This design comes from an exercise in tuning for small area, a short achievable clock period and few clock cycles on the open sky130 flow, not from production work.
Function was checked by simulation only, so behaviour that the tests miss may differ from the original.
Power figures rest on the tool's default switching activity, not on a simulated workload.

== rev 12 ==
// link_rx
module link_rx (
    input  wire        clk,
    input  wire        rst,
    input  wire        in_valid,
    output wire        in_ready,
    input  wire [7:0]  in_data,
    input  wire        cmd_valid,
    output wire        cmd_ready,
    input  wire [7:0]  cmd_op,
    input  wire [7:0]  cmd_id,
    input  wire [31:0] cmd_region,
    input  wire [7:0]  cmd_size,
    output reg         rsp_valid,
    output reg         rsp_bool,
    output wire [7:0]  rsp_val,
    output wire        mem_valid,
    input  wire        mem_ready,
    output wire [31:0] mem_addr,
    output wire [7:0]  mem_data
);
Size in the first run: ~1100 flip-flops, roughly 47000 sq um of cells after synthesis.
clock: 7.5 ns
lec_check: 0
abc_clock_period_in_ps: 2500
cap_margin: 20
core_margin: 2
core_utilization: 68
cts_cluster_diameter: 75
cts_cluster_size: 24
place_density: 0.8
setup_slack_margin: 4.8
slew_margin: 20
tns_end_percent: 100
standard.sh (not shown) runs the stock make flow with config.mk's settings and CLKGATE_MAP_FILE= SYNTH_SCRIPT=/design/flow/synth_recipe.tcl, a recipe that flattens the netlist after the stock synthesis.
==> flow/flow/run.sh <==
#!/bin/bash
# The standard layout (standard.sh, the standard flow's own ORFS flow) with two changes:
# - the ports are buffered with sky130_fd_sc_hd__buf_4 instead of the cell
#   buffer_ports picks by itself (a clkdlybuf4s50_1 delay cell); every port
#   still gets its buffer and timing repair may resize it afterwards;
# - clock tree synthesis adds no dummy loads (same clustering settings as
#   config.mk's CTS_CLUSTER_SIZE / CTS_CLUSTER_DIAMETER).
set -euo pipefail
export BUFFER_PORTS_ARGS="-buffer_cell sky130_fd_sc_hd__buf_4"
export CTS_ARGS="-sink_clustering_enable -repair_clock_nets -sink_clustering_size 24 -sink_clustering_max_diameter 75 -dont_use_dummy_load"
bash standard.sh finish > standard.log 2>&1
Testbench counts of rev 12, summed over its fixed seeds: cycles 33,236.
Here is what was changed in the inputs of rev 13 compared with rev 12.
- SETUP_SLACK_MARGIN: 4.8 -> 4.7
- ABC_CLOCK_PERIOD_IN_PS: 2500 -> 2800
- PLACE_DENSITY: 0.8 -> 0.75
- CTS_CLUSTER_SIZE: 24 -> 26
- CTS_CLUSTER_DIAMETER: 75 -> 85
- CORE_UTILIZATION: 68 -> 62
-- flow/flow/run.sh --
<<< rev 12, line 9
export BUFFER_PORTS_ARGS="-buffer_cell sky130_fd_sc_hd__buf_4"
export CTS_ARGS="-sink_clustering_enable -repair_clock_nets -sink_clustering_size 24 -sink_clustering_max_diameter 75 -dont_use_dummy_load"
bash standard.sh finish > standard.log 2>&1
>>> rev 13, line 9
export BUFFER_PORTS_ARGS="-buffer_cell sky130_fd_sc_hd__buf_4"
export CTS_ARGS="-sink_clustering_enable -repair_clock_nets -sink_clustering_size 26 -sink_clustering_max_diameter 85 -dont_use_dummy_load"
bash standard.sh finish > standard.log 2>&1
--- outcome ---
In summary, rev 13 completed successfully, with a layout that passed the timing, design-rule and antenna checks.
Every stage of the flow completed for rev 12, and the final layout passed the timing, design-rule and antenna checks.
Sequential fraction of total cell area: rev 13 > rev 12
Compare rev 13 and rev 12 | count of clock-buffer cells in the layout lower: rev 13
Actual transition at the worst max-transition pin came out higher on rev 13 than on rev 12.
Rev 12 consumes more power than rev 13.
In the flow results for rev 13 and rev 12, the maximum clock skew at final layout is larger on rev 12.
Clock power (lower): rev 13
Rev 12 ended up with fewer cell instances than rev 13 did.
Rev 13 ends up with higher number of inserted filler cells in the final layout than rev 12 does.
The growth of design area from synthesis to finish number comes out lower for rev 13 vs rev 12.
Changes observed in rev 13 relative to rev 12: worst hold slack now smaller; post-route minimum period now larger.

* * *

link_rx, a different RTL version from the one above (not shown whole).
Size: about 3,100 cells after synthesis, ~47,000 um^2 of cells after synthesis.
Design link_rx, start of the top module:
module link_rx (
    input  wire        clk,
    input  wire        rst,
    input  wire        in_valid,
    output wire        in_ready,
    input  wire [7:0]  in_data,
    input  wire        cmd_valid,
    output wire        cmd_ready,
    input  wire [7:0]  cmd_op,
    input  wire [7:0]  cmd_id,
    input  wire [31:0] cmd_region,
    input  wire [7:0]  cmd_size,
    output reg         rsp_valid,
    output reg         rsp_bool,
    output wire [7:0]  rsp_val,
    output wire        mem_valid,
    input  wire        mem_ready,
    output wire [31:0] mem_addr,
    output wire [7:0]  mem_data
);
    localparam [7:0] MAGIC0      = 8'h55;
    localparam [7:0] MAGIC1      = 8'hAA;
    localparam [7:0] MAX_PAYLOAD = 8'd57;
    localparam [7:0] MAX_ITEM    = 8'd56;
    localparam [7:0] OP_BIND  = 8'h01;
    localparam [7:0] OP_ISRX  = 8'h05;
    localparam [7:0] OP_CLRX  = 8'h06;
    localparam [7:0] OP_TAKE  = 8'h07;
    localparam [7:0] OP_TAKEP = 8'h08;
    localparam [2:0] R_IDLE = 3'd0;    
    localparam [2:0] R_AA   = 3'd1;    
    localparam [2:0] R_ID   = 3'd2;    
    localparam [2:0] R_LS   = 3'd3;    
    localparam [2:0] R_LEN  = 3'd4;    
    localparam [2:0] R_PAY  = 3'd5;    
    localparam [2:0] R_CLO  = 3'd6;    
    localparam [2:0] R_CHI  = 3'd7;    
    localparam [2:0] D_IDLE = 3'd0;    
    localparam [2:0] D_TYPE = 3'd1;    
    localparam [2:0] D_CHK  = 3'd2;    
    localparam [2:0] D_DATA = 3'd3;    
    localparam [2:0] C_LOOK = 3'd4;    
    localparam [2:0] C_ACT  = 3'd5;    
    localparam [2:0] C_SCAN = 3'd6;    
  ...
Settings: LEC_CHECK=0, ABC_CLOCK_PERIOD_IN_PS=2500, CAP_MARGIN=20, CORE_MARGIN=2, CORE_UTILIZATION=55, CTS_CLUSTER_DIAMETER=85, CTS_CLUSTER_SIZE=26, PLACE_DENSITY=0.7, SETUP_SLACK_MARGIN=4.8, SLEW_MARGIN=20, TNS_END_PERCENT=100; clock period 7.5 ns.
==> flow/flow/run.sh <==
#!/bin/bash
# The standard layout (standard.sh, the standard flow's own ORFS flow) with two changes:
# - the ports are buffered with sky130_fd_sc_hd__buf_4 instead of the cell
#   buffer_ports picks by itself (a clkdlybuf4s50_1 delay cell); every port
#   still gets its buffer and timing repair may resize it afterwards;
# - clock tree synthesis adds no dummy loads (same clustering settings as
#   config.mk's CTS_CLUSTER_SIZE / CTS_CLUSTER_DIAMETER).
set -euo pipefail
export BUFFER_PORTS_ARGS="-buffer_cell sky130_fd_sc_hd__buf_4"
export CTS_ARGS="-sink_clustering_enable -repair_clock_nets -sink_clustering_size 26 -sink_clustering_max_diameter 85 -dont_use_dummy_load"
bash standard.sh finish > standard.log 2>&1
The starting point passed the timing, design-rule and antenna checks.
Testbench counts at the start, summed over its fixed seeds: cycles 33,236.
Then changed:
ABC_CLOCK_PERIOD_IN_PS = 2800   (was 2500)
CORE_UTILIZATION = 64   (was 55)
PLACE_DENSITY = 0.72   (was 0.7)
SETUP_SLACK_MARGIN = 4.7   (was 4.8)
What happened: Hold slack stays flat. Synthesized area does not change. Worst setup slack got worse by 0.018 ns. Synthesized cell count is unchanged. Power is about the same. Fmax decreases by 0.65%. Final area is lower by 0.97%. Clock skew went up by 0.023 ns.
Then changed:
CORE_UTILIZATION = 55   (was 64)
PLACE_DENSITY = 0.7   (was 0.72)
The new run ran to the end with no violations.
Sequential share of layout area fell by 0.19 points.
Area after synthesis stays the same.
Combinational power fell by about 2%.
Routed wire length fell by about 1.3%.
Then changed:
CORE_UTILIZATION = 62   (was 55)
PLACE_DENSITY = 0.78   (was 0.7)
After rerunning: The changed run ran to the end with no violations. Area after synthesis does not change. Final cell count shrinks by a few percent. Flip-flop and latch count is unchanged. Non-clock buffer count shrinks by 1.
Then changed:
ABC_CLOCK_PERIOD_IN_PS = 2600   (was 2800)
PLACE_DENSITY = 0.75   (was 0.78)
SETUP_SLACK_MARGIN = 4.75   (was 4.7)
Outcome:
- The new run finished clean
- combinational power barely changes
- synthesized area stays the same
- non-clock buffer count goes up by 4
- utilization goes up by 0.14 points
- count of clock-buffer cells in the layout stays the same
- cell area hardly moves
- worst hold slack improves by 0.0069 ns
- sequential power is about the same
- critical path depth does not change
Then changed:
ABC_CLOCK_PERIOD_IN_PS = 2800   (was 2600)
SETUP_SLACK_MARGIN = 4.7   (was 4.75)
What happened: Power is about the same; final area is about the same; synthesized cell count is unchanged; global-route usage is lower by 0.26 points; clock skew is lower by 0.022 ns; routed wire length is lower slightly; sequential share of layout area is higher by 0.14 points; fmax is lower slightly; synthesized area stays the same; sequential power is about the same.

[afterwards: timing with drivers on the ports]
No port has a modelled driver above. Below, the same layouts with a new extraction and two added sets of constraints.
Step 1 sets driving cells, clkbuf_16 on the clock port and buf_2 on the other inputs (assumed; they add their load-dependent delay and slew).
Step 2 moves the port delays by t, midway between the first and last clock arrival at a register: inputs arrive t later, outputs are due t later. That takes back most of the time a late clock gives input paths.
Slacks: ideal / step 1 / step 2; pairs: ideal / step 1.
run | shift t [ns] | slack for setup (ns) | worst setup path at the end
rev 12 | 0.691 | 4.704 / 4.639 / 4.257 | input to register
rev 13 | 0.696 | 4.627 / 4.555 / 4.076 | input to register
the first run of note 2 | 0.685 | 4.725 / 4.659 / 4.213 | input to register
the second run of note 2 | 0.684 | 4.706 / 4.652 / 4.264 | input to register
the third run of note 2 | 0.688 | 4.730 / 4.668 / 4.095 | input to register
the fourth run of note 2 | 0.685 | 4.718 / 4.656 / 4.263 | input to register
the fifth run of note 2 | 0.677 | 4.748 / 4.678 / 4.248 | input to register
the sixth run of note 2 | 0.684 | 4.740 / 4.674 / 4.243 | input to register
After both steps every run listed still meets setup and hold. For the third run of note 2, which loses most, drivers alone change the setup slack by -0.062 ns; drivers and shift together by -0.635 ns.
